From an optimization exercise on the open Yosys and OpenROAD flow, aimed at small area, a short achievable clock period and few clock cycles per item; shortcuts taken in it are not production practice.
At most, simulation tests tie the RTL to the original design; equivalence was not proved.
Function not checked in run 3: the RTL went through the layout flow alone.
Power is estimated from default activity; no workload was simulated.

File: flow/design.v
module ddc_bit_reader (
    input  wire        clk,
    input  wire        rst,           
    input  wire        clr,           
    input  wire [14:0] chunk_size,
    input  wire        room,          
    output wire        fill,          
    output reg  [39:0] acc,
    output reg         src_req,
    output reg  [15:0] src_chunk,
    output reg  [14:0] src_off,
    input  wire        src_ack,
    input  wire [7:0]  src_data
);
    reg         flush;     
    wire        got     = src_req && src_ack;
    assign      fill    = got && !flush;
    wire [14:0] off_inc = src_off + 15'd1;
    reg         at_end;
    wire        wrap    = at_end;
    always @(posedge clk) begin
        at_end <= (off_inc == chunk_size);
        if (rst) begin
            flush     <= 1'b0;
            at_end    <= (chunk_size == 15'd1);
            src_req   <= 1'b0;
            src_chunk <= 16'd0;
            src_off   <= 15'd0;
        end else if (clr) begin
            if (src_req && !src_ack) begin
                flush <= 1'b1;
            end else begin
                src_req   <= 1'b1;
                src_chunk <= 16'd0;
                src_off   <= 15'd0;
                at_end    <= (chunk_size == 15'd1);
            end
        end else if (got) begin
            flush   <= 1'b0;
            src_req <= flush || room;
            if (flush) begin
                src_chunk <= 16'd0;
                src_off   <= 15'd0;
                at_end    <= (chunk_size == 15'd1);
            end else if (wrap) begin
                src_off   <= 15'd0;
                src_chunk <= src_chunk + 16'd1;
            end else begin
                src_off   <= off_inc;
            end
        end else if (!src_req) begin
            src_req <= room;
        end
    end
    always @(posedge clk)
        if (fill) acc <= {acc[31:0], src_data};
endmodule
module ddc_decoder (
    input  wire        clk,
    input  wire        rst,               
    input  wire [1:0]  cfg_channels,      
    input  wire [5:0]  cfg_block_bits,    
    input  wire [5:0]  cfg_bpc0,          
    input  wire [5:0]  cfg_bpc1,
    input  wire [5:0]  cfg_bpc2,
    input  wire [5:0]  cfg_bpm0,          
    input  wire [5:0]  cfg_bpm1,
    input  wire [5:0]  cfg_bpm2,
    input  wire        cfg_high_adaptive,
    input  wire [14:0] cfg_chunk_size,    
    input  wire        cmd_valid,
    input  wire [1:0]  cmd_op,            
    input  wire [31:0] cmd_count,
    output reg         busy,
    output wire        src_req,
    output wire [15:0] src_chunk,
    output wire [14:0] src_off,
    input  wire        src_ack,
    input  wire [7:0]  src_data,
    output reg         frm_valid,
    output wire [63:0] frm_data,
    input  wire        frm_ready
);
    localparam P_RUN  = 2'd0,
               P_METH = 2'd1,
               P_BASE = 2'd2,
               P_CHAN = 2'd3;
    reg [1:0]  phase;
    reg [1:0]  c;
    reg        first_frame;
    reg [31:0] remaining;       
    reg        active;          
    reg [31:0] run_left;        
    reg        run_zero;        
    reg [5:0]  width  [0:2];
    reg [31:0] base   [0:2];
    reg        adapt  [0:2];
    reg [63:0] out_acc;
    reg [5:0]  cnt;             
    reg [5:0]  n_r;             
    reg signed [6:0] pos;       
    reg [31:0] fld;             
    reg        fld_top;         
    reg        fld_ok;          
    reg [5:0]  bpc_r;           
    reg [4:0]  bpc_m1;          
    reg        last_r;          
    reg [5:0]  bpm_nx;          
    reg [5:0]  bb_q;            
    wire cmd_acc    = cmd_valid && !busy;
    wire cmd_reset  = cmd_acc && (cmd_op == 2'd1);
    wire cmd_decode = cmd_acc && (cmd_op == 2'd2);
    assign frm_data = out_acc;
    function [5:0] bpc_of;
        input [1:0] i;
        bpc_of = (i == 2'd0) ? cfg_bpc0 : (i == 2'd1) ? cfg_bpc1 : cfg_bpc2;
    endfunction
    function [5:0] bpm_of;
        input [1:0] i;
        bpm_of = (i == 2'd0) ? cfg_bpm0 : (i == 2'd1) ? cfg_bpm1 : cfg_bpm2;
    endfunction
    wire [4:0] bpc0_m1 = cfg_bpc0[4:0] - 5'd1;
    wire [4:0] bpc1_m1 = cfg_bpc1[4:0] - 5'd1;
    wire [4:0] bpc2_m1 = cfg_bpc2[4:0] - 5'd1;
    function [4:0] bpc_m1_of;
        input [1:0] i;
        bpc_m1_of = (i == 2'd0) ? bpc0_m1 : (i == 2'd1) ? bpc1_m1 : bpc2_m1;
    endfunction
    function last_of;
        input [1:0] i;
        last_of = (i == 2'd0) ? (cfg_channels <= 2'd1) :
                  (i == 2'd1) ? (cfg_channels <= 2'd2) : 1'b1;
    endfunction
    always @(posedge clk)
        bb_q <= cfg_block_bits;
    wire        fill;
    wire [39:0] acc;
    reg         room;
    ddc_bit_reader u_reader (
        .clk(clk), .rst(rst), .clr(cmd_reset),
        .chunk_size(cfg_chunk_size), .room(room),
        .fill(fill), .acc(acc),
        .src_req(src_req), .src_chunk(src_chunk), .src_off(src_off),
        .src_ack(src_ack), .src_data(src_data)
    );
    wire        stall = (phase == P_CHAN) && frm_valid && !frm_ready;
    reg         pre_done;
    wire        pre   = (phase == P_CHAN) && (c != 2'd0) && bpc_m1[4] && !pre_done && active;
    wire        step  = fld_ok && active && !stall && !pre;
    wire [31:0] mask_n  = ~(32'hFFFFFFFF << n_r);            
    wire [31:0] mask_n1 = {1'b0, mask_n[31:1]};              
    wire [31:0] half    = mask_n ^ mask_n1;                  
    wire [6:0]  m       = fld[6:0];
    wire [6:0]  bpc7    = {1'b0, bpc_r};
    wire        m_const = (m == bpc7);
    wire        m_high  = (m > bpc7);
    wire [6:0]  m_minus = m - bpc7;
    wire [5:0]  m_width = m_const ? 6'd0 : m_high ? m_minus[5:0] : m[5:0];
    wire        m_adapt = !m_const && (m != 7'd0) && (m_high ? cfg_high_adaptive : !cfg_high_adaptive);
    wire [31:0] base_c   = base[c];
    wire        adapt_c  = adapt[c];
    wire        rd_adapt = (phase == P_CHAN) && adapt_c && (n_r != 6'd0);
    wire [31:0] mask_bpc = ~(32'hFFFFFFFF << bpc_r);
    wire [31:0] hi_mask  = mask_bpc & ~mask_n1;
    wire [31:0] max_start = mask_bpc & ~mask_n;              
    wire        b_lo  = ((base_c & ~mask_n) == 32'd0) &&
                        (((base_c & half) == 32'd0) || ((base_c & mask_n1) == 32'd0));
    wire        b_hi  = ((base_c & hi_mask) == hi_mask) && ((base_c & mask_n1) != 32'd0);
    wire        chan  = (phase == P_CHAN);
    wire [31:0] add_a = chan ? base_c : 32'd0;
    wire [31:0] add_b = (phase == P_METH) ? 32'd0 :
                        rd_adapt ? ((fld & mask_n1) | (~mask_n1 & {32{~fld_top}})) : fld;
    wire [31:0] sum   = add_a + add_b;
    wire [31:0] value = (rd_adapt && b_lo) ? fld :
                        (rd_adapt && b_hi) ? (max_start | fld) : sum;
    wire [63:0] out_sh1 = {out_acc[62:0], 1'b0};
    wire [3:0]  amt4    = pre ? 4'd15 : bpc_m1[3:0];
    wire [63:0] shifted = (c == 2'd0) ? 64'd0 : (out_sh1 << amt4);
    wire [63:0] packd   = shifted | {32'd0, value};
    reg  [5:0]  n_k, n_b;
    reg  [1:0]  phase_n, c_n;
    reg         first_n;
    always @(*) begin
        n_k     = 6'd0;
        phase_n = phase;
        c_n     = c;
        first_n = first_frame;
        case (phase)
            P_RUN: begin
                n_b     = bpm_nx;
                phase_n = P_METH;
                c_n     = 2'd0;
            end
            P_METH: begin
                n_b = bpc_r;
                n_k = last_r ? (((c == 2'd0) || adapt[0]) ? 6'd0 : width[0]) : bpm_nx;
                if (m_const) begin
                    phase_n = last_r ? P_CHAN : P_METH;
                    c_n     = last_r ? 2'd0 : c + 2'd1;
                    first_n = last_r ? 1'b1 : first_frame;
                end else begin
                    phase_n = P_BASE;
                end
            end
            P_BASE: begin
                n_b     = last_r ? (adapt[0] ? 6'd0 : width[0]) : bpm_nx;
                phase_n = last_r ? P_CHAN : P_METH;
                c_n     = last_r ? 2'd0 : c + 2'd1;
                first_n = last_r ? 1'b1 : first_frame;
            end
            default: begin
                n_b     = last_r ? (run_zero ? bb_q : width[0]) :
                          (first_frame && adapt[c + 2'd1]) ? 6'd0 : width[c + 2'd1];
                phase_n = (last_r && run_zero) ? P_RUN : P_CHAN;
                c_n     = last_r ? 2'd0 : c + 2'd1;
                first_n = last_r ? 1'b0 : first_frame;
            end
        endcase
    end
    wire       is_k = (phase == P_METH) && m_const;
    wire [6:0]  pos_k   = pos - {1'b0, n_k};
    wire [6:0]  pos_b   = pos - {1'b0, n_b};
    wire [6:0]  pos_s   = is_k ? pos_k : pos_b;
    wire [5:0]  n_cut   = fld_ok ? n_b : n_r;
    wire [31:0] mask_c  = ~(32'hFFFFFFFF << n_cut);
    wire [6:0]  cut_pos = fld_ok ? pos_b : pos;
    wire [6:0]  cut_top = fld_ok ? pos - 7'd1 : {1'b0, cnt} - 7'd1;
    wire [39:0] cut     = acc >> cut_pos[5:0];
    wire [63:0] acc_pad = {24'd0, acc};
    wire        cut_msb = acc_pad[cut_top[5:0]];
    wire        cut_ok  = !cut_pos[6];
    wire [6:0] pos_pre = step ? pos_s : pos;
    wire [5:0] cnt_pre = step ? pos[5:0] : cnt;
    wire [6:0] pos_nx  = pos_pre + (fill ? 7'd8 : 7'd0);
    wire [5:0] cnt_nx  = cnt_pre + (fill ? 6'd8 : 6'd0);
    always @(*) room = (cnt_nx <= 6'd32);
    wire complete = step && chan && last_r;
    always @(posedge clk) begin
        if (rst || cmd_reset) begin
            phase  <= P_RUN;
            c      <= 2'd0;
            cnt    <= 6'd0;
            n_r    <= cfg_block_bits;
            pos    <= -{1'b0, cfg_block_bits};
            bpc_r  <= cfg_bpc0;
            bpc_m1 <= bpc0_m1;
            last_r <= (cfg_channels <= 2'd1);
            bpm_nx <= cfg_bpm0;
            fld_ok <= 1'b0;
        end else begin
            cnt <= cnt_nx;
            pos <= pos_nx;
            if (step || !fld_ok)
                fld_ok <= cut_ok && !(step && is_k);
            if (step) begin
                phase  <= phase_n;
                c      <= c_n;
                n_r    <= is_k ? n_k : n_b;
                bpc_r  <= bpc_of(c_n);
                bpc_m1 <= bpc_m1_of(c_n);
                last_r <= last_of(c_n);
                bpm_nx <= (phase_n == P_RUN) ? cfg_bpm0 : bpm_of(c_n + 2'd1);
            end
        end
    end
    always @(posedge clk) begin
        if (step || !fld_ok) begin
            fld     <= cut[31:0] & mask_c;
            fld_top <= cut_msb;
        end
    end
    always @(posedge clk) begin
        if (rst) begin
            remaining <= 32'd0;
            active    <= 1'b0;
            busy      <= 1'b0;
            frm_valid <= 1'b0;
        end else begin
            if (cmd_decode) begin
                remaining <= cmd_count;
                active    <= (cmd_count != 32'd0);
                busy      <= (cmd_count != 32'd0);
            end else if (frm_valid && frm_ready && !active) begin
                busy <= 1'b0;
            end
            if (complete) begin
                remaining <= remaining - 32'd1;
                active    <= (remaining != 32'd1);
                frm_valid <= 1'b1;
            end else if (frm_valid && frm_ready) begin
                frm_valid <= 1'b0;
            end
        end
    end
    wire base_we = (phase == P_METH) ? m_const :
                   (phase == P_BASE) ? 1'b1 :
                   chan ? rd_adapt : 1'b0;
    always @(posedge clk)
        if (step && base_we)
            base[c] <= value;
    always @(posedge clk) begin
        if (rst)
            pre_done <= 1'b0;
        else if (pre)
            pre_done <= 1'b1;
        else if (step)
            pre_done <= 1'b0;
        if (pre)
            out_acc <= shifted;
        if (step) begin
            first_frame <= first_n;
            case (phase)
                P_RUN: begin
                    run_left <= fld;
                    run_zero <= (fld == 32'd0);
                end
                P_METH: begin
                    width[c] <= m_width;
                    adapt[c] <= m_adapt;
                end
                P_BASE: ;
                default: begin
                    out_acc <= packd;
                    if (last_r) begin
                        run_left <= run_left - 32'd1;
                        run_zero <= (run_left == 32'd1);
                    end
                end
            endcase
        end
    end
endmodule
File: flow/flow/run.sh
#!/bin/bash
set -euo pipefail
MARGIN=$(cat flow/setup_margin)
export BUFFER_PORTS_ARGS="-buffer_cell $(cat flow/port_buffer)"
sed -E "s/SETUP_SLACK_MARGIN=[0-9.]+/SETUP_SLACK_MARGIN=${MARGIN}/" standard.sh > standard_margin.sh
grep -q "SETUP_SLACK_MARGIN=${MARGIN}" standard_margin.sh
bash standard_margin.sh > make_flow.log 2>&1 || { tail -40 make_flow.log; exit 1; }
grep -q "Inserted .* $(cat flow/port_buffer) input buffers" orfs/logs/*/ddc_decoder/base/3_3_place_gp.log
tail -5 make_flow.log
File: flow/flow/port_buffer
sky130_fd_sc_hd__buf_1
File: flow/flow/setup_margin
7.7
File: flow/standard.sh
#!/bin/bash
# synth_recipe.tcl (not shown) runs the flow's synth.tcl, then flattens the netlist and writes it again
# the make line also repeats each setting of config.mk as NAME=value (left out here)
make -C /OpenROAD-flow-scripts/flow DESIGN_CONFIG=/design/flow/config.mk WORK_HOME=/design/flow/orfs CLKGATE_MAP_FILE= SYNTH_SCRIPT=/design/flow/synth_recipe.tcl "${@:-finish}"
File: flow/config.mk
export PLATFORM = sky130hd
export DESIGN_NAME = ddc_decoder
export DESIGN_NICKNAME = ddc_decoder
export VERILOG_FILES = /design/flow/design.v
export SDC_FILE = /design/flow/constraint.sdc
export NUM_CORES = 4
export LEC_CHECK = 0
export CAP_MARGIN = 20
export CORE_MARGIN = 2
export CORE_UTILIZATION = 40
export CTS_BUF_LIST = sky130_fd_sc_hd__clkbuf_8 sky130_fd_sc_hd__clkbuf_16
export CTS_CLUSTER_DIAMETER = 80
export CTS_CLUSTER_SIZE = 30
export PLACE_DENSITY = 0.6
export SETUP_SLACK_MARGIN = 5
export SLEW_MARGIN = 20
export TNS_END_PERCENT = 0
File: flow/constraint.sdc
create_clock -name core_clock -period 12.0 [get_ports {clk}]
set_input_delay 2.4000 -clock core_clock [delete_from_list [all_inputs] [get_ports {clk}]]
set_output_delay 2.4000 -clock core_clock [all_outputs]
set_load 0.01 [all_outputs]
==> results.toml, run 1 <==
[logic_synthesis]
synth_area_leader_cell = "edfxtp_1"
synth_area_um2 = 28900
synthCells = 3179
yosys_warnings = 2
syn_avg_cell_area_um2 = 9.08
synthArstFlopShare = 0
syn_nets = 3360
synthMostInstantiatedCell = "mux2i_1"
synth_edf_count = 251
synth_flop_cell = "edfxtp_1"
ys_top_cells_by_area = "edfxtp_1, dfxtp_1, mux2i_1"
synth_cell_type_count = 97
synth_top_area_share = 0.261
ys_top_cells_by_count = "mux2i_1, nand2_1, nor2_1"
ys_seq_area_frac = 0.370
synth-seq-cells = 408

[pwr]
peakVddDrop_v = 0.000155
total_leakage_power_nw = 12.4
power_density_nw_per_um2 = 120
finalPower_mw = 4.00

[global_route]
grt_overflow = 0
antenna_found_initial = 2
grt_usage = 0.266
grt_pass1_vias = 24700
grt_max_degree = 75
grt_pass1_wl_um = 155000

[detailed_routing]
routedWlPerCell_um = 24.3
drt_iter0_drc = 2736
ant_nets = 0
routed_via_density = 6.20
vias = 26600
drt_pass1_iterations = 8
drcViolationCount = 0
wl_um = 105000

[cells_and_area]
fin_cells = 4299
fillerInstances = 6907
area_delta_synth_final_pct = 15.3
post-route-util = 0.466
fin_nets = 3505
layout-drive-gt1-share = 0.131
final_cell_area_um2 = 33300

[worst_setup_path]
path_cells = "buf_12 -> buf_4 -> or3_1 -> a21oi_1 -> buf_4 -> a21oi_1 -> a311oi_1 -> ha_2 -> o21a_1 -> a32o_2 -> a221oi_4 -> nor2_2 -> a311oi_2 -> xor2_1 -> a2bb2oi_2 -> o31a_1"
worstPathMaxFanout = 11
critPathArrivalTime_ns = 4.99
worstSetupPathType = "flop to flop"
crit_required_ns = 12.55
cp-end-kind = "flop"
cp_num_buf_inv = 3
critPathMaxStageDelay_ns = 0.44
path_delay_family = "compound AO/OA/AOI/OAI gates"
critical-path-slowest-cell = "edfxtp_1"
worstSetupStartpointType = "flop"

[placement]
gp_congestion = 1.03
placed_area_um2 = 30500
dp.cells = 4175
portBuffers = 204
dp_hpwl_um = 75100
dp_slack_ns = 6.10

[hold_path]
hold_path_class = "flop to flop"

[die]
fp-row-count = 98
die_w_um = 273
core-area_um2 = 71500
die_y_um = 273
ios = 205
floorplan.initialDensity = 0.404
die_area_um2 = 74400

[clocking]
clkTransAtPathRegs_ns = 0.11
cts_buffer_depth = 3
cts_hold_buffers = 0
clock-sinks = 408
cts_tree = "built"
insertion_delay_ns = 0.65
cts_buffers = 29
htree_levels = 1
clockRootBuffer = "clkbuf_16"

[timing]
fin_worst_skew_ns = 0.0347
fin_setup_tns_ns = 0
hold_viol_final = 0
setup-violations-final = 0
period_minus_slack_ns = 4.44
fin_hold_ws_ns = 0.483
drv_slew = 0
rsz0062_at_grt = "true"
setup_ws_ns = 7.56
tightestPinTransition_ns = 1.05
period_share = 0.370
slew_headroom = 0.292
max_freq_ghz = 0.225

[outcome]
outcome = "finished clean"

[flow_run]
cap_violations = 0
==> worst paths after layout <==
path	slack [ns]	endpoint	startpoint	cells past startpoint
max	7.56	out_acc[24]$_DFF_P_	n_r[2]$_DFFE_PP_	16
min	0.48	remaining[30]$_SDFFE_PP0P_	remaining[30]$_SDFFE_PP0P_	2
max reg2reg	7.56	out_acc[24]$_DFF_P_	n_r[2]$_DFFE_PP_	16
min reg2reg	0.48	remaining[30]$_SDFFE_PP0P_	remaining[30]$_SDFFE_PP0P_	2
==> routing by layer <==
layer | GRT usage | routed length, um | vias up
met5 | 0 | 0 | -
met4 | 0.0917 | 3960 | 0
met3 | 0.0332 | 7030 | 234
met2 | 0.423 | 47400 | 1071
met1 | 0.373 | 46300 | 13000
li1 | - | - | 12300
==> sequential cells by signal, indices dropped and copies added (netlist names), 2 cells and up, named ones only <==
| register | cells |
|---|---|
| bb_q | 6 |
| adapt | 3 |
| u_reader.acc | 40 |
| fld | 32 |
| width | 18 |
| phase | 2 |
| pos | 7 |
| bpc_m1 | 5 |
| run_left | 32 |
| n_r | 6 |
| cnt | 6 |
| bpc_r | 6 |
| out_acc | 64 |
| remaining | 32 |
| bpm_nx | 6 |
| u_reader.src_chunk | 16 |
| c | 2 |
| base | 96 |
| u_reader.src_off | 15 |
==> report_power, final <==
part,switching (mW),internal (mW)
combinational,0.703,0.429
sequential,0.116,1.59
clock,0.647,0.518
total,1.47,2.54
==> cell type report <==
class,count,area (um^2),share of cell area
flip-flops and latches,408,10700,0.321
well taps,950,1190,0.0357
diodes,2,5.00,0.000150
clock inverters,24,373,0.0112
repair buffers,330,2040,0.0613
multi-input cells,2499,18000,0.541
inverters,56,226,0.00680
clock buffers,30,751,0.0225
==> what timing repair did <==
action / CTS / global route
resized for setup: 77 / 146
gates cloned: 6 / 5
buffers inserted: 20 / 36
endpoints found under the setup margin: 220 / 224
pin swaps: 9 / 47
==> layout by cell type (no fill, tap or decap), types with 54 or more instances in the layout <==
cell type    n
nor3_1      61
a21oi_1    227
a21o_1      59
ha_1        54
nor2_1     264
mux2i_1    281
edfxtp_1   251
o21ai_0    158
nand3_1     61
nand2_1    288
dfxtp_1    151
buf_1      203
xnor2_1     65
buf_4      102
==> cell families (layout without fill, tap and decap cells) <==
family	count (synthesis)	count (layout)	share of synthesized area
flip-flops	408	408	0.370
multiplexers	379	379	0.141
other	0	2	0
adder cells (fa/ha/maj)	74	74	0.0331
XOR/XNOR	118	118	0.0358
AO/OA/AOI/OAI	926	926	0.216
buffers and inverters	273	440	0.0387
AND/OR/NAND/NOR	1001	1002	0.165
==> worst reg2reg max path: cells and delay by family (launching register included) <==
family | cells | cell delay [ns]
compound gates | 9 | 2.34
xor+xnor | 1 | 0.23
fa+ha+maj | 1 | 0.36
buf+inv | 3 | 0.58
flops | 1 | 0.44
simple gates | 2 | 0.41
Testbench counts, summed over its fixed seeds: cycles 101,242, frames 28,800.
==> inputs of run 2 (changes only) <==
--- a/flow/config.mk
+++ b/flow/config.mk
@@ -8,7 +8,6 @@
 export CAP_MARGIN = 20
 export CORE_MARGIN = 2
 export CORE_UTILIZATION = 40
-export CTS_BUF_LIST = sky130_fd_sc_hd__clkbuf_8 sky130_fd_sc_hd__clkbuf_16
 export CTS_CLUSTER_DIAMETER = 80
 export CTS_CLUSTER_SIZE = 30
 export PLACE_DENSITY = 0.6
==> results.toml, run 2 <==
[outcome]
outcome = "finished clean"

[detailed_routing]
routed_via_density = 6.20
ant_nets = 0
wl_um = 105000
drt_iter0_drc = 2736
routedWlPerCell_um = 24.3
vias = 26600
drt_pass1_iterations = 8
drcViolationCount = 0

[worst_setup_path]
path_delay_family = "compound AO/OA/AOI/OAI gates"
path_cells = "buf_12 -> buf_4 -> or3_1 -> a21oi_1 -> buf_4 -> a21oi_1 -> a311oi_1 -> ha_2 -> o21a_1 -> a32o_2 -> a221oi_4 -> nor2_2 -> a311oi_2 -> xor2_1 -> a2bb2oi_2 -> o31a_1"
cp_num_buf_inv = 3
cp-end-kind = "flop"
critPathMaxStageDelay_ns = 0.44
worstSetupPathType = "flop to flop"
critical-path-slowest-cell = "edfxtp_1"
cp.depth = 16
rr_worst_depth = 16
critPathArrivalTime_ns = 4.99
worstSetupStartpointType = "flop"
crit_required_ns = 12.55
worstPathMaxFanout = 11

[logic_synthesis]
synth_area_um2 = 28900
synthArstFlopShare = 0
ys_top_cells_by_area = "edfxtp_1, dfxtp_1, mux2i_1"
synth_top_area_share = 0.261
synthCells = 3179
synthMostInstantiatedCell = "mux2i_1"
syn_nets = 3360
ys_top_cells_by_count = "mux2i_1, nand2_1, nor2_1"
syn_avg_cell_area_um2 = 9.08
synth_cell_type_count = 97
ys_seq_area_frac = 0.370
synth_edf_count = 251
synth_area_leader_cell = "edfxtp_1"
yosys_warnings = 2
synth_flop_cell = "edfxtp_1"
synth-seq-cells = 408

[die]
core-area_um2 = 71500
floorplan.initialDensity = 0.404
die_area_um2 = 74400
fp-row-count = 98
die_y_um = 273
die_w_um = 273
ios = 205

[cells_and_area]
reg.largest.list = "base (96), out_acc (64), u_reader.acc (40)"
final_common_cell = "nand2_1"
fin_nets = 3505
multi_input_area_um2 = 18000
largest_register_ff_count = 96
top_register = "base"
area_delta_synth_final_pct = 15.3
final_cell_mix = "nand2_1, mux2i_1, nor2_1, edfxtp_1, a21oi_1"
post-route-util = 0.466
layout-drive-gt1-share = 0.131
seqCellArea_um2 = 10700
fillerInstances = 6907

[global_route]
grt_usage = 0.266
grt_pass1_vias = 24700
antenna_found_initial = 2
grt_max_degree = 75
grt_pass1_wl_um = 155000
grt_overflow = 0

[timing]
setup-violations-final = 0
max_freq_ghz = 0.225
hold_viol_final = 0
drv_slew = 0
period_share = 0.370
fin_setup_tns_ns = 0
tightestPinTransition_ns = 1.05
rsz0062_at_grt = "true"
fin_worst_skew_ns = 0.0347
slew_headroom = 0.292
fin_hold_ws_ns = 0.483
period_minus_slack_ns = 4.44

[clocking]
cts_hold_buffers = 0
clkTransAtPathRegs_ns = 0.11
cts_buffer_depth = 3
cts_buffers = 29
clockRootBuffer = "clkbuf_16"
insertion_delay_ns = 0.65
clock-sinks = 408
htree_levels = 1
cts_tree = "built"

[pwr]
power_density_nw_per_um2 = 120
total_leakage_power_nw = 12.4
finalPower_mw = 4.00
peakVddDrop_v = 0.000155

[placement]
portBuffers = 204
gp_congestion = 1.03
dp_hpwl_um = 75100

[hold_path]
min_path_cells = 2
hold_path_class = "flop to flop"

[flow_run]
cap_violations = 0
-- run 2: cell counts in the layout (fill, tap and decap cells not counted) --
Identical to the previous run, type by type.
-- run 2: final timing paths --
check                        startpoint                          to  slack [ns]
max                    n_r[2]$_DFFE_PP_         out_acc[24]$_DFF_P_        7.56
max reg2reg            n_r[2]$_DFFE_PP_         out_acc[24]$_DFF_P_        7.56
min          remaining[30]$_SDFFE_PP0P_  remaining[30]$_SDFFE_PP0P_        0.48
min reg2reg  remaining[30]$_SDFFE_PP0P_  remaining[30]$_SDFFE_PP0P_        0.48
-- run 2: what timing repair did --
action                                  4_1_cts  5_1_grt
pin swaps                                     9       47
gates resized for setup                      77      146
buffers inserted                             20       36
cloned                                        6        5
endpoints found under the setup margin      220      224
-- run 2: metal layers --
layer  up-vias  global-route usage  wire [um]  part of all wire
met5         -                   0          0                 0
met4         0              0.0917       3960             0.038
met3       234              0.0332       7030             0.067
met2      1071               0.423      47400              0.45
met1     13000               0.373      46300              0.44
li1      12300                   -          -                 -
-- run 2: area by class of cell --
| type | instances | area share |
|---|---|---|
| flip-flops and latches | 408 | 0.321 |
| multi-input cells | 2499 | 0.541 |
| clock inverters | 24 | 0.0112 |
| clock buffers | 30 | 0.0225 |
| inverters | 56 | 0.00680 |
| diodes | 2 | 0.000150 |
| well taps | 950 | 0.0357 |
| repair buffers | 330 | 0.0613 |
-- run 2: stage by stage --
| step | cell area (um^2) | setup WS, ns | instances |
|---|---|---|---|
| 2_1_floorplan | 28900 | 7.50 | 3179 |
| 3_3_place_gp | 30500 | 6.21 | 4175 |
| 3_5_place_dp | 30500 | 6.10 | 4175 |
| 4_1_cts | 32300 | 7.51 | 4255 |
| 5_1_grt | 33300 | 7.49 | 4298 |
| 6_report | 33300 | 7.56 | 4299 |
-- run 2: power by group --
part	total, mW	switching, mW	internal (mW)
registers	1.71	0.116	1.59
clock network	1.16	0.647	0.518
logic	1.13	0.703	0.429
-- run 2: tightest hold or removal path: cells and delay by family (launching register included) --
| family | cells | cell delay, ns |
|---|---|---|
| AOI/OAI and AO/OA | 1 | 0.05 |
| DFF | 1 | 0.33 |
| and+or+nand+nor | 1 | 0.06 |
-- run 2: cells by family (layout without fill, tap and decap cells) --
logic type | Yosys count | after routing | synth area share
AO/OA/AOI/OAI | 926 | 926 | 0.216
XOR/XNOR | 118 | 118 | 0.0358
adder cells (fa/ha/maj) | 74 | 74 | 0.0331
buffers and inverters | 273 | 440 | 0.0387
flip-flops | 408 | 408 | 0.370
multiplexers | 379 | 379 | 0.141
other | 0 | 2 | 0
AND/OR/NAND/NOR | 1001 | 1002 | 0.165
==> inputs of run 3 (changes only) <==
--- a/flow/design.v
+++ b/flow/design.v
@@ -147,7 +147,7 @@
     reg         pre_done;
     wire        pre   = (phase == P_CHAN) && (c != 2'd0) && bpc_m1[4] && !pre_done && active;
     wire        step  = fld_ok && active && !stall && !pre;
-    wire [31:0] mask_n  = ~(32'hFFFFFFFF << n_r);            
+    reg  [31:0] mask_n;                                      
     wire [31:0] mask_n1 = {1'b0, mask_n[31:1]};              
     wire [31:0] half    = mask_n ^ mask_n1;                  
     wire [6:0]  m       = fld[6:0];
@@ -235,6 +235,10 @@
     wire [5:0] cnt_nx  = cnt_pre + (fill ? 6'd8 : 6'd0);
     always @(*) room = (cnt_nx <= 6'd32);
     wire complete = step && chan && last_r;
+    wire [5:0] n_r_nx = (rst || cmd_reset) ? cfg_block_bits : (is_k ? n_k : n_b);
+    always @(posedge clk)
+        if (rst || cmd_reset || step)
+            mask_n <= ~(32'hFFFFFFFF << n_r_nx);
     always @(posedge clk) begin
         if (rst || cmd_reset) begin
             phase  <= P_RUN;
==> results.toml, run 3 <==
[outcome]
outcome = "finished clean"

[worst_setup_path]
path_delay_family = "compound AO/OA/AOI/OAI gates"
critical-path-slowest-cell = "or4_4"
crit_required_ns = 12.54
worstSetupStartpointType = "flop"
worstPathMaxFanout = 4
critPathArrivalTime_ns = 5.12
critPathMaxStageDelay_ns = 0.57
path_cells = "or4_4 -> o32ai_4 -> or2_4 -> buf_6 -> nor2_1 -> nor2_1 -> a211oi_2 -> ha_1 -> and3_1 -> a221o_1 -> o211ai_1 -> buf_4 -> a21oi_4 -> o211ai_1 -> a21boi_2 -> o21a_1 -> o31a_1 -> a221o_1"
worstSetupPathType = "flop to flop"
cp-end-kind = "flop"
cp_num_buf_inv = 2

[logic_synthesis]
synthArstFlopShare = 0
ys_top_cells_by_area = "edfxtp_1, dfxtp_1, mux2i_1"
syn_nets = 3508
synthCells = 3327
yosys_warnings = 2
synth_area_leader_cell = "edfxtp_1"
syn_avg_cell_area_um2 = 9.19
synth-seq-cells = 439
ys_top_cells_by_count = "nor2_1, mux2i_1, edfxtp_1"
ys_seq_area_frac = 0.380
synth_cell_type_count = 100
synth_flop_cell = "edfxtp_1"
synth_edf_count = 282
synth_top_area_share = 0.277
synthMostInstantiatedCell = "nor2_1"
synth_area_um2 = 30600

[die]
ios = 205
fp-row-count = 101
core-area_um2 = 75800
floorplan.initialDensity = 0.403
die_area_um2 = 78600
die_w_um = 280
die_y_um = 280

[timing]
fin_worst_skew_ns = 0.0467
rsz0062_at_grt = "true"
period_share = 0.382
drv_slew = 0
hold_viol_final = 0
max_freq_ghz = 0.218
tightestPinTransition_ns = 1.10
period_minus_slack_ns = 4.58
slew_headroom = 0.258
setup_ws_ns = 7.42
setup-violations-final = 0
fin_setup_tns_ns = 0

[clocking]
htree_levels = 1
clock-sinks = 439
cts_tree = "built"
cts_buffer_depth = 3
cts_hold_buffers = 0
clockRootBuffer = "clkbuf_16"
cts_buffers = 28
insertion_delay_ns = 0.65
clkTransAtPathRegs_ns = 0.10

[pwr]
peakVddDrop_v = 0.000119
power_density_nw_per_um2 = 121
total_leakage_power_nw = 12.8

[global_route]
grt_usage = 0.264
grt_overflow = 0
grt_max_degree = 85
grt_pass1_vias = 25600
antenna_found_initial = 5
grt_pass1_wl_um = 161000

[flow_run]
cap_violations = 0

[cells_and_area]
top_register = "base"
reg.largest.list = "base (96), out_acc (64), u_reader.acc (40)"
area_delta_synth_final_pct = 12.1
layout-drive-gt1-share = 0.111
final_common_cell = "nor2_1"
largest_register_ff_count = 96
fin_cells = 4448
post-route-util = 0.452
final_cell_mix = "nor2_1, mux2i_1, edfxtp_1, nand2_1, buf_1"
fillerInstances = 7423
fin_nets = 3628

[detailed_routing]
drcViolationCount = 0
routedWlPerCell_um = 24.1
ant_nets = 0
wl_um = 107000
vias = 27400
drt_iter0_drc = 3042
routed_via_density = 6.16
drt_pass1_iterations = 5

[placement]
dp_slack_ns = 6.18
gp_congestion = 0.984
portBuffers = 204
dp_hpwl_um = 77200
dp.cells = 4339

[hold_path]
hold_path_class = "flop to flop"
-- run 3: changes by cell type after synthesis, sizes merged, moves of 22 or more --
cell	delta
edfxtp	+31
nor2	+32
a311oi	-22
o211ai	+35
inv	+47
a32o	-27
a211oi	+27
o2111ai	+28
nor2b	+36
a21oi	-34
a22o	+25
-- run 3: metrics by stage --
step	power, mW	hold WS, ns	area [um^2]
2_1_floorplan	2.56	0.436	30600
3_3_place_gp	2.93	0.459	32100
3_5_place_dp	2.94	0.463	32100
4_1_cts	4.11	0.478	33900
5_1_grt	4.32	0.498	34300
6_report	4.16	0.480	34300
-- run 3: cell families (layout without fill, tap and decap cells) --
group | after synthesis | after routing | synth area share
other cells | 0 | 2 | 0
simple gates | 1037 | 1039 | 0.164
xor+xnor | 131 | 131 | 0.0375
fa+ha+maj | 74 | 74 | 0.0313
buf+inv | 329 | 462 | 0.0448
flops | 439 | 439 | 0.380
mux | 382 | 384 | 0.135
compound gates | 935 | 939 | 0.207
-- run 3: layer usage --
| metal | track usage | share of wire | up-vias |
|---|---|---|---|
| li1 | - | - | 12800 |
| met1 | 0.377 | 0.44 | 13200 |
| met2 | 0.411 | 0.45 | 1198 |
| met3 | 0.0314 | 0.074 | 219 |
| met4 | 0.0916 | 0.037 | 0 |
| met5 | 0 | 0 | - |
-- run 3: final timing paths --
path / endpoint / cells after the start / start / slack, ns
setup / recovery: out_acc[31]$_DFF_P_ / 18 / n_r[3]$_DFFE_PP_ / 7.42
hold / removal: remaining[3]$_SDFFE_PP0P_ / 2 / remaining[3]$_SDFFE_PP0P_ / 0.48
setup reg to reg: out_acc[31]$_DFF_P_ / 18 / n_r[3]$_DFFE_PP_ / 7.42
hold reg to reg: remaining[3]$_SDFFE_PP0P_ / 2 / remaining[3]$_SDFFE_PP0P_ / 0.48
-- run 3: where the power goes --
part | switching (mW) | internal [mW] | leakage (nW)
clock | 0.635 | 0.511 | 0.509
sequential | 0.131 | 1.73 | 3.95
combinational | 0.723 | 0.431 | 8.36
-- run 3: area by class of cell --
type / instances / area (um^2) / share of cell area
Inverter: 103 / 394 / 0.0115
Sequential cell: 439 / 11600 / 0.339
Clock buffer: 29 / 726 / 0.0212
Multi-Input combinational cell: 2567 / 18300 / 0.534
Antenna cell: 2 / 5.00 / 0.000146
Tap cell: 978 / 1220 / 0.0357
Clock inverter: 22 / 330 / 0.00964
Timing Repair Buffer: 308 / 1660 / 0.0485
-- run 3: timing repair --
action,4_1_cts,5_1_grt
buffers inserted,29,18
setup endpoints to repair,331,293
resized for setup,93,47
cloned,7,2
pin swaps,25,37
-- run 3: worst reg2reg max path, stage by stage (launching register included) --
cell and delay, ns:
edfxtp_1 0.41, or4_4 0.57, o32ai_4 0.28, or2_4 0.22, buf_6 0.12, nor2_1 0.06, nor2_1 0.13, a211oi_2 0.06
ha_1 0.36, and3_1 0.21, a221o_1 0.44, o211ai_1 0.24, buf_4 0.18, a21oi_4 0.07, o211ai_1 0.23, a21boi_2 0.11
o21a_1 0.17, o31a_1 0.32, a221o_1 0.31
==> inputs of run 4 (changes only) <==
--- a/flow/design.v
+++ b/flow/design.v
@@ -144,10 +144,8 @@
         .src_ack(src_ack), .src_data(src_data)
     );
     wire        stall = (phase == P_CHAN) && frm_valid && !frm_ready;
-    reg         pre_done;
-    wire        pre   = (phase == P_CHAN) && (c != 2'd0) && bpc_m1[4] && !pre_done && active;
-    wire        step  = fld_ok && active && !stall && !pre;
-    reg  [31:0] mask_n;                                      
+    wire        step  = fld_ok && active && !stall;
+    wire [31:0] mask_n  = ~(32'hFFFFFFFF << n_r);            
     wire [31:0] mask_n1 = {1'b0, mask_n[31:1]};              
     wire [31:0] half    = mask_n ^ mask_n1;                  
     wire [6:0]  m       = fld[6:0];
@@ -174,8 +172,7 @@
     wire [31:0] value = (rd_adapt && b_lo) ? fld :
                         (rd_adapt && b_hi) ? (max_start | fld) : sum;
     wire [63:0] out_sh1 = {out_acc[62:0], 1'b0};
-    wire [3:0]  amt4    = pre ? 4'd15 : bpc_m1[3:0];
-    wire [63:0] shifted = (c == 2'd0) ? 64'd0 : (out_sh1 << amt4);
+    wire [63:0] shifted = (c == 2'd0) ? 64'd0 : (out_sh1 << bpc_m1);
     wire [63:0] packd   = shifted | {32'd0, value};
     reg  [5:0]  n_k, n_b;
     reg  [1:0]  phase_n, c_n;
@@ -235,10 +232,6 @@
     wire [5:0] cnt_nx  = cnt_pre + (fill ? 6'd8 : 6'd0);
     always @(*) room = (cnt_nx <= 6'd32);
     wire complete = step && chan && last_r;
-    wire [5:0] n_r_nx = (rst || cmd_reset) ? cfg_block_bits : (is_k ? n_k : n_b);
-    always @(posedge clk)
-        if (rst || cmd_reset || step)
-            mask_n <= ~(32'hFFFFFFFF << n_r_nx);
     always @(posedge clk) begin
         if (rst || cmd_reset) begin
             phase  <= P_RUN;
@@ -303,14 +296,6 @@
         if (step && base_we)
             base[c] <= value;
     always @(posedge clk) begin
-        if (rst)
-            pre_done <= 1'b0;
-        else if (pre)
-            pre_done <= 1'b1;
-        else if (step)
-            pre_done <= 1'b0;
-        if (pre)
-            out_acc <= shifted;
         if (step) begin
             first_frame <= first_n;
             case (phase)
==> flow/flow/run.sh (replaced) <==
#!/bin/bash
set -euo pipefail
MARGIN=$(cat flow/setup_margin)
sed -E "s/SETUP_SLACK_MARGIN=[0-9.]+/SETUP_SLACK_MARGIN=${MARGIN}/" standard.sh > standard_margin.sh
grep -q "SETUP_SLACK_MARGIN=${MARGIN}" standard_margin.sh
bash standard_margin.sh > make_flow.log 2>&1 || { tail -40 make_flow.log; exit 1; }
tail -5 make_flow.log
==> flow/flow/setup_margin (replaced) <==
8.5
--- a/flow/config.mk
+++ b/flow/config.mk
@@ -8,8 +8,6 @@
 export CAP_MARGIN = 20
 export CORE_MARGIN = 2
 export CORE_UTILIZATION = 40
-export CTS_CLUSTER_DIAMETER = 80
-export CTS_CLUSTER_SIZE = 30
 export PLACE_DENSITY = 0.6
 export SETUP_SLACK_MARGIN = 5
 export SLEW_MARGIN = 20
removed: flow/flow/port_buffer
==> results.toml, run 4 <==
[global_route]
antenna_found_initial = 3
grt_max_degree = 74
grt_pass1_vias = 25500
grt_usage = 0.270
grt_pass1_wl_um = 161000
grt_overflow = 0

[pwr]
peakVddDrop_v = 0.0000961
p_comb_frac = 0.285
clkPwrFrac = 0.332
internal_power_mw = 3.02
total_leakage_power_nw = 13.6
seqPwrFrac = 0.383
p_sw_frac = 0.336
p_switching_mw = 1.53
power_density_nw_per_um2 = 126

[placement]
placed_area_um2 = 32500
gp_congestion = 1.01
dp_hpwl_um = 75400
portBuffers = 204

[timing]
setup-violations-final = 0
fin_setup_tns_ns = 0
rsz0062_at_grt = "true"
hold_viol_final = 0
max_freq_ghz = 0.230
fin_worst_skew_ns = 0.0183
slew_headroom = 0.308
tightestPinTransition_ns = 1.03
period_share = 0.363
drv_slew = 0
period_minus_slack_ns = 4.35

[logic_synthesis]
synth-seq-cells = 407
syn_nets = 3375
synth_top_area_share = 0.319
synthCells = 3194
ys_seq_area_frac = 0.381
synth_cell_type_count = 93
synth_area_leader_cell = "edfxtp_1"
synth_edf_count = 315
ys_top_cells_by_area = "edfxtp_1, mux2i_1, dfxtp_1"
synthArstFlopShare = 0
syn_avg_cell_area_um2 = 9.29
yosys_warnings = 2
synthMostInstantiatedCell = "nor2_1"
ys_top_cells_by_count = "nor2_1, nand2_1, edfxtp_1"
synth_area_um2 = 29700
synth_flop_cell = "edfxtp_1"

[cells_and_area]
final_common_cell = "nor2_1"
fillerInstances = 6872
reg.largest.list = "base (96), out_acc (64), u_reader.acc (40)"
seqCellArea_um2 = 11300
fin_nets = 3580
multi_input_area_um2 = 17900
area_delta_synth_final_pct = 21.7
layout-drive-gt1-share = 0.155
final_cell_mix = "nor2_1, nand2_1, edfxtp_1, mux2i_1, a21oi_1"
top_register = "base"
final_cell_area_um2 = 36100
largest_register_ff_count = 96

[detailed_routing]
drt_iter0_drc = 2849
drcViolationCount = 0
vias = 26800
ant_nets = 0
drt_pass1_iterations = 8
routed_via_density = 6.09
wl_um = 107000
routedWlPerCell_um = 24.3

[worst_setup_path]
timing.rr.end = "out_acc[12]$_DFFE_PP_"
critPathArrivalTime_ns = 4.70
worstSetupStartpointType = "flop"
ff2ff_setup_slack_ns = 7.65
cp_common_cell = "buf_4"
path_cells = "buf_4 -> bufbuf_16 -> mux2_4 -> mux2i_1 -> nor3b_1 -> nor4_1 -> nand4_1 -> a211oi_2 -> buf_4 -> a21o_1 -> buf_4 -> or3_1 -> o31a_1"
cp-end-kind = "flop"
cp_num_buf_inv = 4
worstPathMaxFanout = 36
critPathMaxStageDelay_ns = 0.82
path_delay_family = "simple AND/OR/NAND/NOR gates"
rr_worst_depth = 13
worstSetupPathType = "flop to flop"
crit_required_ns = 12.35
critical-path-slowest-cell = "nor3b_1"

[die]
core-area_um2 = 73200
ios = 205
die_y_um = 276
fp-row-count = 99
die_area_um2 = 76400
die_w_um = 276
floorplan.initialDensity = 0.405

[clocking]
cts_hold_buffers = 0
clockRootBuffer = "clkbuf_16"
htree_levels = 2
insertion_delay_ns = 0.61
clock-sinks = 407
cts_tree = "built"
cts_buffer_depth = 3
cts_buffers = 48
clkTransAtPathRegs_ns = 0.07

[hold_path]
hold-path-endpoint = "remaining[31]$_SDFFE_PP0P_"
hp-start = "remaining[31]$_SDFFE_PP0P_"
min_path_cells = 2
hold_path_class = "flop to flop"

[flow_run]
cap_violations = 0

[outcome]
outcome = "finished clean"
==> run 4: cell families after synthesis <==
family / Yosys count / share of synthesized area
fa+ha+maj: 74 / 0.0322
mux: 376 / 0.160
flops: 407 / 0.381
buf+inv: 276 / 0.0398
compound gates: 813 / 0.174
simple gates: 1127 / 0.177
xor+xnor: 121 / 0.0357
==> run 4: power groups by stage <==
| stage | registers [mW] | clock network (mW) | logic [mW] |
|---|---|---|---|
| after detailed placement | 1.77 | 0 | 1.13 |
| after floorplan | 1.70 | 0 | 0.818 |
| after CTS | 1.74 | 1.54 | 1.25 |
| after global placement | 1.77 | 0 | 1.13 |
| after global routing | 1.74 | 1.59 | 1.40 |
| final | 1.74 | 1.51 | 1.30 |
==> run 4: stage by stage <==
step / hold WS [ns] / power [mW] / cells / utilization / setup WS (ns)
after floorplan: 0.439 / 2.52 / 3194 / - / 7.84
after global placement: 0.461 / 2.91 / 4197 / 0.443 / 6.62
after detailed placement: 0.461 / 2.90 / 4197 / 0.443 / 6.53
after CTS: 0.473 / 4.52 / 4385 / 0.490 / 7.91
after global routing: 0.516 / 4.73 / 4400 / 0.493 / 7.61
final: 0.470 / 4.55 / 4400 / 0.493 / 7.65
==> run 4: worst max path at each step <==
| stage | startpoint | end | slack [ns] | cells after the start |
|---|---|---|---|---|
| after floorplan | frm_ready | run_left[0]$_DFFE_PP_ | 7.84 | 5 |
| after global placement | frm_ready | n_r[3]$_DFFE_PP_ | 6.62 | 4 |
| after detailed placement | n_r[3]$_DFFE_PP_ | out_acc[29]$_DFFE_PP_ | 6.53 | 16 |
| after CTS | n_r[1]$_DFFE_PP_ | out_acc[18]$_DFFE_PP_ | 7.91 | 19 |
| after global routing | flop | out_acc[22]$_DFFE_PP_ | 7.61 | 20 |
| final | flop | out_acc[12]$_DFFE_PP_ | 7.65 | 13 |
==> run 4: worst min-delay path, cell delays in order (launching register included) <==
cell,delay [ns]
dfxtp_1,0.31
nand3_1,0.06
a21oi_1,0.05
==> run 4: repair_timing <==
action,4_1_cts,5_1_grt
gates resized for setup,174,22
pin swaps,35,20
endpoints found under the setup margin,644,646
gates cloned,14,1
setup buffers,84,12
==> run 4: routing by layer <==
metal,vias up,global-route usage,part of all wire
li1,12400,-,-
met1,12800,0.374,0.43
met2,1299,0.426,0.45
met3,221,0.0433,0.084
met4,2,0.0977,0.037
met5,-,0,0.00013
==> run 4: final cells by class <==
| type | count | share of cell area |
|---|---|---|
| multi-input combinational | 2513 | 0.496 |
| sequential | 407 | 0.314 |
| timing repair buffer | 366 | 0.104 |
| clock buffer | 50 | 0.0335 |
| tap | 959 | 0.0332 |
| clock inverter | 40 | 0.0121 |
| inverter | 63 | 0.00686 |
| antenna | 2 | 0.000139 |
Testbench counts of run 4, summed over its fixed seeds: cycles 101,244, frames 28,800.
==> inputs of run 5 (changes only) <==
--- a/flow/design.v
+++ b/flow/design.v
@@ -131,8 +131,11 @@
         last_of = (i == 2'd0) ? (cfg_channels <= 2'd1) :
                   (i == 2'd1) ? (cfg_channels <= 2'd2) : 1'b1;
     endfunction
-    always @(posedge clk)
-        bb_q <= cfg_block_bits;
+    reg        fold_q;          
+    always @(posedge clk) begin
+        bb_q   <= cfg_block_bits;
+        fold_q <= (cfg_channels >= 2'd2) && (cfg_bpc1 <= 6'd16);
+    end
     wire        fill;
     wire [39:0] acc;
     reg         room;
@@ -144,7 +147,10 @@
         .src_ack(src_ack), .src_data(src_data)
     );
     wire        stall = (phase == P_CHAN) && frm_valid && !frm_ready;
-    wire        step  = fld_ok && active && !stall;
+    reg         pre_done;
+    reg         fold_r;         
+    wire        pre   = (phase == P_CHAN) && (c != 2'd0) && bpc_m1[4] && !pre_done && active && !fold_r;
+    wire        step  = fld_ok && active && !stall && !pre;
     wire [31:0] mask_n  = ~(32'hFFFFFFFF << n_r);            
     wire [31:0] mask_n1 = {1'b0, mask_n[31:1]};              
     wire [31:0] half    = mask_n ^ mask_n1;                  
@@ -171,12 +177,17 @@
     wire [31:0] sum   = add_a + add_b;
     wire [31:0] value = (rd_adapt && b_lo) ? fld :
                         (rd_adapt && b_hi) ? (max_start | fld) : sum;
-    wire [63:0] out_sh1 = {out_acc[62:0], 1'b0};
-    wire [63:0] shifted = (c == 2'd0) ? 64'd0 : (out_sh1 << bpc_m1);
+    wire [63:0] out_src = fold_r ? {32'd0, base[0]} : out_acc;
+    wire [63:0] out_sh1 = {out_src[62:0], 1'b0};
+    wire [3:0]  amt4    = pre ? 4'd15 : bpc_m1[3:0];
+    wire [63:0] shifted = (c == 2'd0) ? 64'd0 : (out_sh1 << amt4);
     wire [63:0] packd   = shifted | {32'd0, value};
     reg  [5:0]  n_k, n_b;
     reg  [1:0]  phase_n, c_n;
     reg         first_n;
+    wire        fold_first = fold_q && (adapt[0] || (width[0] == 6'd0));
+    wire        fold_later = fold_q && (width[0] == 6'd0);
+    wire [5:0]  n1_first   = adapt[1] ? 6'd0 : width[1];
     always @(*) begin
         n_k     = 6'd0;
         phase_n = phase;
@@ -190,26 +201,29 @@
             end
             P_METH: begin
                 n_b = bpc_r;
-                n_k = last_r ? (((c == 2'd0) || adapt[0]) ? 6'd0 : width[0]) : bpm_nx;
+                n_k = !last_r ? bpm_nx :
+                      fold_first ? ((c == 2'd1) ? 6'd0 : n1_first) :
+                      (((c == 2'd0) || adapt[0]) ? 6'd0 : width[0]);
                 if (m_const) begin
                     phase_n = last_r ? P_CHAN : P_METH;
-                    c_n     = last_r ? 2'd0 : c + 2'd1;
+                    c_n     = last_r ? {1'b0, fold_first} : c + 2'd1;
                     first_n = last_r ? 1'b1 : first_frame;
                 end else begin
                     phase_n = P_BASE;
                 end
             end
             P_BASE: begin
-                n_b     = last_r ? (adapt[0] ? 6'd0 : width[0]) : bpm_nx;
+                n_b     = !last_r ? bpm_nx :
+                          fold_first ? n1_first : (adapt[0] ? 6'd0 : width[0]);
                 phase_n = last_r ? P_CHAN : P_METH;
-                c_n     = last_r ? 2'd0 : c + 2'd1;
+                c_n     = last_r ? {1'b0, fold_first} : c + 2'd1;
                 first_n = last_r ? 1'b1 : first_frame;
             end
             default: begin
-                n_b     = last_r ? (run_zero ? bb_q : width[0]) :
+                n_b     = last_r ? (run_zero ? bb_q : fold_later ? width[1] : width[0]) :
                           (first_frame && adapt[c + 2'd1]) ? 6'd0 : width[c + 2'd1];
                 phase_n = (last_r && run_zero) ? P_RUN : P_CHAN;
-                c_n     = last_r ? 2'd0 : c + 2'd1;
+                c_n     = last_r ? {1'b0, !run_zero && fold_later} : c + 2'd1;
                 first_n = last_r ? 1'b0 : first_frame;
             end
         endcase
@@ -295,7 +309,23 @@
     always @(posedge clk)
         if (step && base_we)
             base[c] <= value;
+    wire fold_nx = (phase_n == P_CHAN) && (c_n == 2'd1) &&
+                   ((phase != P_CHAN) || last_r);
+    always @(posedge clk) begin
+        if (rst || cmd_reset)
+            fold_r <= 1'b0;
+        else if (step)
+            fold_r <= fold_nx;
+    end
     always @(posedge clk) begin
+        if (rst)
+            pre_done <= 1'b0;
+        else if (pre)
+            pre_done <= 1'b1;
+        else if (step)
+            pre_done <= 1'b0;
+        if (pre)
+            out_acc <= shifted;
         if (step) begin
             first_frame <= first_n;
             case (phase)
==> flow/flow/run.sh (replaced) <==
#!/bin/bash
set -euo pipefail
MARGIN=$(cat flow/setup_margin)
export BUFFER_PORTS_ARGS="-buffer_cell $(cat flow/port_buffer)"
sed -E "s/SETUP_SLACK_MARGIN=[0-9.]+/SETUP_SLACK_MARGIN=${MARGIN}/" standard.sh > standard_margin.sh
grep -q "SETUP_SLACK_MARGIN=${MARGIN}" standard_margin.sh
bash standard_margin.sh > make_flow.log 2>&1 || { tail -40 make_flow.log; exit 1; }
grep -q "Inserted .* $(cat flow/port_buffer) input buffers" orfs/logs/*/ddc_decoder/base/3_3_place_gp.log
tail -5 make_flow.log
==> flow/flow/port_buffer (new file) <==
sky130_fd_sc_hd__buf_1
==> flow/flow/setup_margin (replaced) <==
7.3
--- a/flow/config.mk
+++ b/flow/config.mk
@@ -8,6 +8,8 @@
 export CAP_MARGIN = 20
 export CORE_MARGIN = 2
 export CORE_UTILIZATION = 40
+export CTS_CLUSTER_DIAMETER = 80
+export CTS_CLUSTER_SIZE = 30
 export PLACE_DENSITY = 0.6
 export SETUP_SLACK_MARGIN = 5
 export SLEW_MARGIN = 20
==> results.toml, run 5 <==
[outcome]
outcome = "finished clean"

[worst_setup_path]
worstSetupStartpointType = "flop"
critPathLaunch = "bpc_r[3]$_DFFE_PP_"
reg2reg_from = "bpc_r[3]$_DFFE_PP_"
worstSetupPathType = "flop to flop"
critPathArrivalTime_ns = 5.21
cp-end-kind = "flop"
crit_required_ns = 12.35
worstPathMaxFanout = 22

[logic_synthesis]
ys_seq_area_frac = 0.357
syn_avg_cell_area_um2 = 9.02
synth-seq-cells = 417
syn_nets = 3581
synthArstFlopShare = 0
synth_area_um2 = 30600
synth_cell_type_count = 99
synthMostInstantiatedCell = "nand2_1"
synth_edf_count = 258
synth_flop_cell = "edfxtp_1"
synthCells = 3398
synth_area_leader_cell = "edfxtp_1"
synth_top_area_share = 0.253
ys_top_cells_by_count = "nand2_1, nor2_1, edfxtp_1"
ys_top_cells_by_area = "edfxtp_1, dfxtp_1, mux2i_1"
yosys_warnings = 2

[cells_and_area]
final_common_cell = "nand2_1"
final_cell_area_um2 = 34000
top_register = "base"
fillerInstances = 7511
diodes = 0
reg.largest.list = "base (96), out_acc (64), u_reader.acc (40)"
final_cell_mix = "nand2_1, nor2_1, edfxtp_1, a21oi_1, o21ai_0"
layout-drive-gt1-share = 0.113
fin_nets = 3667
area_delta_synth_final_pct = 11.0
largest_register_ff_count = 96

[placement]
portBuffers = 204
dp_hpwl_um = 80700
placed_area_um2 = 32400
gp_congestion = 1.03

[die]
ios = 205
die_area_um2 = 78800
die_w_um = 281
die_y_um = 281
core-area_um2 = 75900
fp-row-count = 101
floorplan.initialDensity = 0.404

[timing]
fin_setup_tns_ns = 0
rsz0062_at_grt = "true"
setup-violations-final = 0
drv_slew = 0
max_freq_ghz = 0.206
period_minus_slack_ns = 4.87
fin_hold_ws_ns = 0.466
fin_worst_skew_ns = 0.0471
hold_viol_final = 0
tightestPinTransition_ns = 1.15
slew_headroom = 0.229
period_share = 0.405

[clocking]
clock-sinks = 417
cts_buffers = 27
insertion_delay_ns = 0.64
cts_buffer_depth = 3
cts_tree = "built"
clockRootBuffer = "clkbuf_16"
htree_levels = 1
clkTransAtPathRegs_ns = 0.10

[flow_run]
cap_violations = 0

[detailed_routing]
routedWlPerCell_um = 24.1
ant_nets = 0
dr_wl_met2_um = 49500
vias = 28500
wl_um = 109000
drcViolationCount = 0
wl_met1_um = 46700
routed_via_density = 6.27
drt_iter0_drc = 3434
top_layer = "met4"
drt_pass1_iterations = 7
met3_length_um = 9160

[global_route]
grt_max_degree = 72
grt_usage = 0.269
grt_pass1_wl_um = 166000
grt_pass1_vias = 26500
grt_overflow = 0
antenna_found_initial = 0

[pwr]
finalPower_mw = 3.97
total_leakage_power_nw = 12.2
power_density_nw_per_um2 = 117
peakVddDrop_v = 0.000115

[hold_path]
hold_path_class = "flop to flop"
hp-start = "remaining[18]$_SDFFE_PP0P_"
[run 5: logic make-up after synthesis]
group	after synthesis	synth area share
xor gates and xnor gates	114	0.0326
adders and majority gates	77	0.0323
and+or+nand+nor	1144	0.178
AOI/OAI and AO/OA	973	0.204
DFF	417	0.357
buffers and inverters	312	0.0412
muxes	361	0.155
[run 5: layout make-up]
cell class                 count  area, um^2  share of cell area
clock buffer                  30         751              0.0221
clock inverter                20         352              0.0103
inverter                      74         280             0.00824
multi-input combinational   2669       18800               0.553
sequential                   417       10900               0.321
tap                         1030        1290              0.0379
timing repair buffer         295        1600              0.0469
[run 5: worst paths after layout]
check	to	cells after the start	slack (ns)
max reg2reg	base[2][31]$_DFFE_PP_	9	7.13
max	base[2][31]$_DFFE_PP_	9	7.13
min reg2reg	remaining[18]$_SDFFE_PP0P_	2	0.47
min	remaining[18]$_SDFFE_PP0P_	2	0.47
[run 5: critical path: stages (launching register included)]
cell and delay (ns):
edfxtp_1 0.75, or4_1 0.60, a21oi_1 0.29, nor3b_1 0.10, nor4_1 0.50, nand4_1 0.33
nor3_4 0.95, o21ai_0 0.37, a21oi_1 0.51, nor2_1 0.15
[run 5: per-stage QoR]
stage	cells	util	worst slack, ns
finish	4535	0.448	7.13
global route	4535	0.448	7.05
CTS	4525	0.445	7.14
detailed placement	4465	0.427	6.11
global placement	4464	0.427	6.20
floorplan	3398	-	6.81
[run 5: routing by layer]
| metal | vias to the layer above | global-route usage |
|---|---|---|
| met5 | - | 0 |
| li1 | 13000 | - |
| met1 | 13800 | 0.376 |
| met4 | 0 | 0.0908 |
| met2 | 1432 | 0.429 |
| met3 | 223 | 0.0360 |
[run 5: power by group]
part | total (mW) | switching [mW] | internal [mW]
logic | 1.05 | 0.656 | 0.397
registers | 1.75 | 0.116 | 1.63
clock network | 1.16 | 0.648 | 0.517
[run 5: what timing repair did]
item                       4_1_cts  5_1_grt
gates resized for setup         38       43
setup endpoints to repair      150      157
pin swaps                        3       11
hold buffers                     0        0
setup buffers                    7       10
gates cloned                     3        0
Testbench counts of run 5, summed over its fixed seeds: cycles 96,132, frames 28,800.
==> inputs of run 6 (changes only) <==
==> flow/flow/setup_margin (replaced) <==
8.5
==> results.toml, run 6 <==
[timing]
fin_hold_ws_ns = 0.474
setup-violations-final = 0
period_minus_slack_ns = 4.54
max_freq_ghz = 0.220
fin_worst_skew_ns = 0.0503
tightestPinTransition_ns = 1.03
fin_setup_tns_ns = 0
slew_headroom = 0.309
drv_slew = 0
rsz0062_at_grt = "true"
hold_viol_final = 0
period_share = 0.378

[worst_setup_path]
crit_required_ns = 12.37
worstSetupStartpointType = "flop"
cp-end-kind = "flop"
critPathArrivalTime_ns = 4.91
worstSetupPathType = "flop to flop"
worstPathMaxFanout = 49

[detailed_routing]
routed_via_density = 6.26
drt_pass1_iterations = 7
wl_um = 112000
drt_iter0_drc = 3508
vias = 28800
routedWlPerCell_um = 24.4
ant_nets = 0
drcViolationCount = 0

[logic_synthesis]
ys_top_cells_by_count = "nand2_1, nor2_1, edfxtp_1"
synth_xor_area_frac = 0.0326
synth_mux_area_frac = 0.155
synth_top_area_share = 0.253
synth_top_family_by_area = "compound AO/OA/AOI/OAI gates"
ys_top_cells_by_area = "edfxtp_1, dfxtp_1, mux2i_1"
synth_adder_area_share = 0.0323
yosys_warnings = 2
synth_area_um2 = 30600
synth-seq-cells = 417
ys_seq_area_frac = 0.357
synthArstFlopShare = 0
synth_cell_type_count = 99
synth_compound_area_frac = 0.204
synth_area_leader_cell = "edfxtp_1"
syn_avg_cell_area_um2 = 9.02
synth_flop_cell = "edfxtp_1"
synthMostInstantiatedCell = "nand2_1"
synth_edf_count = 258
synthCells = 3398
synthSimpleGateAreaFrac = 0.178
syn_nets = 3581

[cells_and_area]
area_delta_synth_final_pct = 14.7
largest_register_ff_count = 96
layout-drive-gt1-share = 0.152
reg.largest.list = "base (96), out_acc (64), u_reader.acc (40)"
final_cell_mix = "nand2_1, nor2_1, edfxtp_1, a21oi_1, o21ai_0"
final_common_cell = "nand2_1"
top_register = "base"
diodes = 0
fin_nets = 3730

[placement]
portBuffers = 204
dp_hpwl_um = 81800
gp_congestion = 1.05

[clocking]
clock-sinks = 417
htree_levels = 1
cts_hold_buffers = 0
insertion_delay_ns = 0.64
cts_buffers = 28
clockRootBuffer = "clkbuf_16"
cts_buffer_depth = 3
cts_tree = "built"
clkTransAtPathRegs_ns = 0.11

[die]
die_w_um = 281
die_y_um = 281
ios = 205
core-area_um2 = 75900
die_area_um2 = 78800
fp-row-count = 101
floorplan.initialDensity = 0.404

[global_route]
grt_usage = 0.276
grt_overflow = 0
grt_pass1_vias = 26900
grt_max_degree = 72
grt_pass1_wl_um = 169000
antenna_found_initial = 2

[pwr]
total_leakage_power_nw = 12.6
peakVddDrop_v = 0.000101
power_density_nw_per_um2 = 116

[flow_run]
cap_violations = 0

[hold_path]
hold_path_class = "flop to flop"

[outcome]
outcome = "finished clean"
-- run 6: cell counts after synthesis --
No cell type changed its count.
-- run 6: per-layer routing --
layer,up-vias,track usage,part of all wire
met5,-,0,0.00020
met4,4,0.0927,0.039
li1,13100,-,-
met1,14000,0.382,0.42
met2,1387,0.447,0.46
met3,264,0.0350,0.078
-- run 6: kinds of logic after synthesis --
kind of cell	Yosys count
compound gates	973
xor+xnor	114
fa+ha+maj	77
buf+inv	312
flops	417
mux	361
simple gates	1144
-- run 6: where the power goes --
group / internal, mW / switching, mW
registers: 1.63 / 0.0927
logic: 0.449 / 0.719
clock network: 0.519 / 0.656
-- run 6: through the flow --
stage	total power, mW	util	cell area (um^2)	setup WS (ns)	instances
3_5_place_dp	2.79	0.427	32400	6.45	4460
5_1_grt	4.23	0.463	35200	7.32	4599
2_1_floorplan	2.45	-	30800	7.61	3398
6_report	4.07	0.463	35200	7.46	4599
3_3_place_gp	2.79	0.427	32400	6.49	4460
4_1_cts	4.03	0.455	34500	7.53	4568
-- run 6: worst paths after layout --
kind                              start                          to  slack, ns  cells after the start
min          remaining[18]$_SDFFE_PP0P_  remaining[18]$_SDFFE_PP0P_       0.47                      2
max                                flop       base[0][30]$_DFFE_PP_       7.46                      9
max reg2reg                        flop       base[0][30]$_DFFE_PP_       7.46                      9
min reg2reg  remaining[18]$_SDFFE_PP0P_  remaining[18]$_SDFFE_PP0P_       0.47                      2
-- run 6: final cells by class --
| cell class | count | area (um^2) |
|---|---|---|
| Clock buffer | 31 | 743 |
| Clock inverter | 21 | 393 |
| Fill cell | 7402 | 40800 |
| Inverter | 74 | 285 |
| Multi-Input combinational cell | 2670 | 19300 |
| Sequential cell | 417 | 10900 |
| Tap cell | 1030 | 1290 |
| Timing Repair Buffer | 356 | 2190 |
-- run 6: what timing repair did --
action,4_1_cts,5_1_grt
endpoints found under the setup margin,576,567
resized for setup,119,82
cloned,7,2
pin swaps,30,55
setup buffers,49,29
endpoints found under the hold margin,0,0
-- run 6: worst max-delay path: stages, from the launching register on --
cell	delay, ns
dfxtp_1	0.34
buf_12	0.18
inv_4	0.36
mux2i_1	0.87
o22ai_1	0.14
a2111oi_0	0.70
and4_1	0.53
nand2_2	0.37
a21oi_1	0.64
nor2_4	0.08
==> inputs of run 7 (changes only) <==
==> flow/flow/setup_margin (replaced) <==
7.7
==> results.toml, run 7 <==
[cells_and_area]
final_common_cell = "nand2_1"
fillerInstances = 7320
largest_register_ff_count = 96
post-route-util = 0.463
layout-drive-gt1-share = 0.154
diodes = 0
reg.largest.list = "base (96), out_acc (64), u_reader.acc (40)"
top_register = "base"
fin_nets = 3728
final_cell_mix = "nand2_1, nor2_1, edfxtp_1, a21oi_1, o21ai_0"
area_delta_synth_final_pct = 14.6

[timing]
hold_viol_final = 0
fin_hold_ws_ns = 0.465
setup_ws_ns = 7.40
max_freq_ghz = 0.217
drv_slew = 0
tightestPinTransition_ns = 1.04
setup-violations-final = 0
slew_headroom = 0.286
rsz0062_at_grt = "true"
fin_setup_tns_ns = 0
fin_worst_skew_ns = 0.0333
period_share = 0.383
period_minus_slack_ns = 4.60

[logic_synthesis]
syn_nets = 3581
synthArstFlopShare = 0
yosys_warnings = 2
synthMostInstantiatedCell = "nand2_1"
synth_area_leader_cell = "edfxtp_1"
synth_top_area_share = 0.253
ys_top_cells_by_area = "edfxtp_1, dfxtp_1, mux2i_1"
ys_top_cells_by_count = "nand2_1, nor2_1, edfxtp_1"
ys_seq_area_frac = 0.357
synth_flop_cell = "edfxtp_1"
synth_area_um2 = 30600
synthCells = 3398
syn_avg_cell_area_um2 = 9.02
synth-seq-cells = 417
synth_cell_type_count = 99
synth_edf_count = 258

[pwr]
power_density_nw_per_um2 = 115
peakVddDrop_v = 0.000112
finalPower_mw = 4.03
total_leakage_power_nw = 12.6

[placement]
dp_slack_ns = 6.18
gp_congestion = 1.02
dp_hpwl_um = 81200
portBuffers = 204

[worst_setup_path]
path_delay_family = "compound AO/OA/AOI/OAI gates"
critPathMaxStageDelay_ns = 0.86
worstPathMaxFanout = 49
cp_common_cell = "and2_1"
crit_required_ns = 12.38
critPathArrivalTime_ns = 4.98
cp_num_buf_inv = 3
timing.rr.end = "base[0][23]$_DFFE_PP_"
critical-path-slowest-cell = "mux2i_2"
worstSetupPathType = "flop to flop"
worstSetupStartpointType = "flop"
rr_worst_depth = 11
ff2ff_setup_slack_ns = 7.40
cp-end-kind = "flop"
path_cells = "buf_12 -> inv_4 -> mux2i_2 -> o22ai_1 -> a2111oi_2 -> nand4_1 -> o21bai_4 -> and2_1 -> buf_4 -> o21bai_1 -> and2_1"

[detailed_routing]
wl_um = 113000
ant_nets = 0
drt_pass1_iterations = 6
vias = 28900
drt_iter0_drc = 3407
routedWlPerCell_um = 24.5
routed_via_density = 6.29
drcViolationCount = 0

[clocking]
cts_hold_buffers = 0
cts_buffer_depth = 3
clkTransAtPathRegs_ns = 0.10
insertion_delay_ns = 0.63
clock-sinks = 417
clockRootBuffer = "clkbuf_16"
cts_buffers = 27
cts_tree = "built"
htree_levels = 1

[die]
ios = 205
die_y_um = 281
core-area_um2 = 75900
die_area_um2 = 78800
die_w_um = 281
floorplan.initialDensity = 0.404
fp-row-count = 101

[hold_path]
hold_path_class = "flop to flop"
hold-path-endpoint = "remaining[18]$_SDFFE_PP0P_"
min_path_cells = 2
hp-start = "remaining[18]$_SDFFE_PP0P_"

[global_route]
grt_usage = 0.276
grt_overflow = 0
grt_pass1_vias = 27200
grt_pass1_wl_um = 170000
grt_max_degree = 72
antenna_found_initial = 0

[outcome]
outcome = "finished clean"

[flow_run]
cap_violations = 0
## run 7: cell counts after synthesis
Identical to the previous run, type by type.
## run 7: worst max-delay path by stage
stage | start | to | slack [ns] | depth (start not counted)
detailed placement | c[0]$_SDFFE_PN0P_ | fld[7]$_DFFE_PP_ | 6.18 | 16
floorplan | frm_ready | run_left[0]$_DFFE_PP_ | 7.45 | 6
finish | flop | base[0][23]$_DFFE_PP_ | 7.40 | 11
global route | c[1]$_SDFFE_PN0P_ | fld[3]$_DFFE_PP_ | 7.33 | 18
CTS | c[1]$_SDFFE_PN0P_ | fld[5]$_DFFE_PP_ | 7.59 | 19
global placement | c[0]$_SDFFE_PN0P_ | fld[7]$_DFFE_PP_ | 6.32 | 16
## run 7: power by group
part           total, mW  internal (mW)  switching (mW)
clock network       1.13          0.510           0.617
logic               1.17          0.453           0.715
registers           1.73           1.63           0.103
total               4.03           2.59            1.43
## run 7: worst min-delay path: stages, from the launching register on
cell and delay (ns):
dfxtp_1 0.31, nand3_1 0.06, a21oi_1 0.05
## run 7: cells by family after synthesis
logic type | after synthesis | share of synthesized area
and+or+nand+nor | 1144 | 0.178
AOI/OAI and AO/OA | 973 | 0.204
DFF | 417 | 0.357
muxes | 361 | 0.155
buffers and inverters | 312 | 0.0412
xor gates and xnor gates | 114 | 0.0326
adders and majority gates | 77 | 0.0323
## run 7: layout make-up
type / instances / area, um^2 / area share
Sequential cell: 417 / 10900 / 0.311
Multi-Input combinational cell: 2669 / 19400 / 0.551
Tap cell: 1030 / 1290 / 0.0367
Clock buffer: 31 / 713 / 0.0203
Timing Repair Buffer: 355 / 2200 / 0.0627
Inverter: 74 / 287 / 0.00816
Clock inverter: 19 / 329 / 0.00937
Timing Repair inverter: 1 / 5.00 / 0.000142
## run 7: metal layers
metal,vias to the layer above,GRT usage,wire length (um)
li1,13100,-,-
met1,14000,0.384,47800
met2,1481,0.440,51000
met3,272,0.0427,9440
met4,0,0.0894,4340
met5,-,0,0
## run 7: through the flow
stage          std cells  cell area, um^2
2_1_floorplan       3398            30700
3_3_place_gp        4464            32400
3_5_place_dp        4464            32400
4_1_cts             4575            34700
5_1_grt             4596            35100
6_report            4596            35100
## run 7: timing repair
item                                    in CTS  in global routing
gates resized for setup                    173                 60
buffers inserted                            53                 20
cloned                                       8                  1
pin swaps                                   46                 33
endpoints found under the setup margin     211                209
hold endpoints to repair                     0                  0

Check on run 7: ideal ports give 7.401 ns setup slack; a clkbuf_16 on the clock port and buf_2 on the inputs give 7.401 ns; moving port delays by the midpoint clock arrival (0.679 ns) as well gives 6.940 ns.
